This design comes from an exercise in tuning for small area on the open sky130 flow, not from production work. At most, simulation tests tie the RTL to the original design; equivalence was not proved. Power is estimated from default activity; no workload was simulated.

==> flow/design.v (excerpt) <==
module core16 (
    input  wire        clk,
    input  wire        rst,           
    input  wire [15:0] load_addr,     
    input  wire [15:0] init_pc,       
    output wire        mem_req,
    output wire        mem_we,
    output wire [15:0] mem_addr,
    output wire [7:0]  mem_wdata,
    input  wire        mem_ack,
    input  wire [15:0] mem_rdata,
    output wire        disp_valid,
    output wire [15:0] disp_data,
    output wire        halted,
    output wire        faulted,
    output wire [1:0]  fault_code,
    output wire [16:0] fault_info,
    output wire [15:0] ac_out,
    output reg  [31:0] hits,
    output reg  [31:0] misses
);
    localparam [3:0] OP_START = 4'h0, OP_LOAD = 4'h1, OP_LOADM = 4'h2,
                     OP_STORE = 4'h3, OP_CMPM = 4'h4, OP_CJMP  = 4'h5,
                     OP_JMP   = 4'h6, OP_ADD  = 4'h7, OP_ADDM  = 4'h8,
                     OP_SUB   = 4'h9, OP_SUBM = 4'hA, OP_MUL   = 4'hB,
                     OP_MULM  = 4'hC, OP_DISP = 4'hD, OP_HALT  = 4'hE,
                     OP_BAD   = 4'hF;
    localparam [2:0] S_LOOK  = 3'd0,    
                     S_XFER  = 3'd1,    
                     S_EX    = 3'd2,    
                     S_MUL   = 3'd3,    
                     S_EA    = 3'd4,    
                     S_HALT  = 3'd5,
                     S_FLTA  = 3'd6,    
                     S_FLTI  = 3'd7;    
    localparam [1:0] P_F0 = 2'd0, P_F1 = 2'd1, P_D0 = 2'd2, P_D1 = 2'd3;
    reg [2:0]  st;
    reg [1:0]  ph;
    reg [3:0]  cnt;
    reg [3:0]  rp;         
    reg        mm;
    reg [16:0] adr;
    reg [16:0] pc;
    reg [15:0] ac;
    reg [15:0] x;
    reg [3:0]  op;
    reg        flag;
    reg [7:0]  valid;
    reg [95:0] tags;       
    wire       busy;
    assign halted     = (st == S_HALT) && !busy;
    assign faulted    = ((st == S_FLTA) || (st == S_FLTI)) && !busy;
    assign fault_code = {st == S_FLTI, st == S_FLTA};
    assign fault_info = adr;
    assign ac_out     = ac;
    assign disp_data  = ac;
    assign disp_valid = (st == S_EX) && (ph == P_F1) && (op == OP_DISP);
    assign mem_req   = (st == S_XFER);
    assign mem_we    = ph[1] && (op == OP_STORE);
    assign mem_addr  = adr[15:0];
  ...
Size: roughly 890 cells after synthesis, roughly 260 flip-flops, roughly 200 I/O pins, roughly 11000 sq um of cells after synthesis.
export LEC_CHECK = 0
export CAP_MARGIN = 20
export CORE_MARGIN = 2
export CORE_UTILIZATION = 55
export SLEW_MARGIN = 20
create_clock -name core_clock -period 9.0 [get_ports {clk}]
standard.sh (not shown) runs the stock make flow with config.mk's settings and CLKGATE_MAP_FILE= SYNTH_SCRIPT=/design/flow/synth_recipe.tcl, a recipe that flattens the netlist after the stock synthesis.
==> flow/flow/run.sh <==
#!/bin/bash
# Standard ORFS layout, with smaller port buffers and a leaner clock tree.
set -euo pipefail
export BUFFER_PORTS_ARGS="-buffer_cell sky130_fd_sc_hd__buf_1"
export CTS_ARGS="-sink_clustering_enable -repair_clock_nets -buf_list sky130_fd_sc_hd__clkbuf_4 -dont_use_dummy_load"
bash standard.sh > standard.log 2>&1
Then changed:
--- a/flow/design.v
+++ b/flow/design.v
@@ -40,23 +40,22 @@
     reg [3:0]  rp;         
     reg        mm;
     reg [16:0] adr;
     reg [16:0] pc;
     reg [15:0] ac;
     reg [15:0] x;
     reg [3:0]  op;
     reg        flag;
     reg [7:0]  valid;
     reg [95:0] tags;       
-    wire       busy;
-    assign halted     = (st == S_HALT) && !busy;
-    assign faulted    = ((st == S_FLTA) || (st == S_FLTI)) && !busy;
+    assign halted     = (st == S_HALT);
+    assign faulted    = (st == S_FLTA) || (st == S_FLTI);
     assign fault_code = {st == S_FLTI, st == S_FLTA};
     assign fault_info = adr;
     assign ac_out     = ac;
     assign disp_data  = ac;
     assign disp_valid = (st == S_EX) && (ph == P_F1) && (op == OP_DISP);
     assign mem_req   = (st == S_XFER);
     assign mem_we    = ph[1] && (op == OP_STORE);
     assign mem_addr  = adr[15:0];
     assign mem_wdata = ph[0] ? ac[15:8] : ac[7:0];
     wire [7:0] rbyte = adr[0] ? mem_rdata[15:8] : mem_rdata[7:0];
@@ -120,64 +119,26 @@
         for (ai = 0; ai < 16; ai = ai + 1) begin : g_add
             assign y[ai]      = aa[ai] ^ bb[ai] ^ ycar[ai];
             assign ycar[ai+1] = (aa[ai] & bb[ai]) | (ycar[ai] & (aa[ai] ^ bb[ai]));
         end
     endgenerate
     assign y[16] = aa[16] ^ ycar[16];
     wire        gt = ac[15] ^ x[15] ^ y[16];
     wire inc_hit  = lend && hit;
     wire inc_miss = (lend && !hit) ||
                     ((st == S_LOOK) && oob && !(ph[1] && (op == OP_STORE)));
-    wire [8:0] hcar, mcar;
+    wire [32:0] hcar, mcar;
     assign hcar[0] = inc_hit;
     assign mcar[0] = inc_miss;
-    reg  hp, mp;           
-    reg  hc, mc;           
-    reg  rot, rph, clr;
-    wire rot_start = !rot && (rp == 4'd11) && (hp || mp || clr);
-    wire rot_last  = rot && (rp == 4'd11) && rph;
-    assign busy = rot || hp || mp || clr;
-    always @(posedge clk) begin
-        if (rst) begin
-            rot <= 1'b0;
-            rph <= 1'b0;
-            clr <= 1'b1;
-            hp  <= 1'b0;
-            mp  <= 1'b0;
-        end else begin
-            hp <= (hp && !rot_start) || hcar[8];
-            mp <= (mp && !rot_start) || mcar[8];
-            if (rot_start) begin
-                rot <= 1'b1;
-                rph <= 1'b0;
-                hc  <= hp;
-                mc  <= mp;
-            end
-            if (rot) begin
-                hc <= hc && hits[8];
-                mc <= mc && misses[8];
-                if (rp == 4'd11) rph <= 1'b1;
-                if (rot_last) begin
-                    rot <= 1'b0;
-                    clr <= 1'b0;
-                end
-            end
-        end
-    end
-    always @(posedge clk)
-        if (rot) begin
-            hits[31:8]   <= {!clr && (hits[8] ^ hc), hits[31:9]};
-            misses[31:8] <= {!clr && (misses[8] ^ mc), misses[31:9]};
-        end
     genvar gi;
     generate
-        for (gi = 0; gi < 8; gi = gi + 1) begin : g_cnt
+        for (gi = 0; gi < 32; gi = gi + 1) begin : g_cnt
             assign hcar[gi+1] = hcar[gi] & hits[gi];
             assign mcar[gi+1] = mcar[gi] & misses[gi];
             always @(posedge clk) begin
                 hits[gi]   <= !rst && (hits[gi] ^ hcar[gi]);
                 misses[gi] <= !rst && (misses[gi] ^ mcar[gi]);
             end
         end
     endgenerate
     generate
         for (gi = 0; gi < 8; gi = gi + 1) begin : g_line
After rerunning: Final area came out higher by 0.95%. Clock-buffer cell count fell by 5. Critical path depth is lower by 1. Flip-flop and latch count shrinks by 7. Worst setup slack degrades by 0.016 ns. Power goes up by 0.48%. Hold slack gains 0.011 ns. Non-clock buffer count drops by 2. Clock skew hardly moves. Maximum frequency barely changes. Synthesized cell count increases by 12%. Routed wire length goes down by 0.34%.
The RTL of the first run of this note was laid out without a check of its function.

==> afterwards: timing with drivers on the ports <==
How much do the figures lean on ideal ports? The routed layouts below were timed once more, with nothing changed but the port constraints.
Step 1 (the two cells are an assumption about what drives the block):
set clk [get_ports {clk}]
set_driving_cell -lib_cell sky130_fd_sc_hd__clkbuf_16 $clk
set_driving_cell -lib_cell sky130_fd_sc_hd__buf_2 [delete_from_list [all_inputs] $clk]
Step 2, shift: input delay + t, output delay - t, t = (earliest + latest rising clock arrival at the registers) / 2. This alone moves slack from input paths to output paths.
a / b / c = no drivers / after step 1 / after step 2; a / b = the first two.
run	t (ns)	setup WS [ns]	worst register clock-pin slew, ns	worst data-port slew with drivers (ns)
the first run	0.653	0.379 / 0.379 / -0.177	0.06 / 0.06	0.04
the second run	0.667	0.363 / 0.363 / -0.175	0.07 / 0.07	0.04
With both steps, setup timing fails in the first run and the second run, where it was met with ideal ports. For the first run, which loses most, drivers alone change the setup slack by 0.000 ns; drivers and shift together by -0.556 ns.
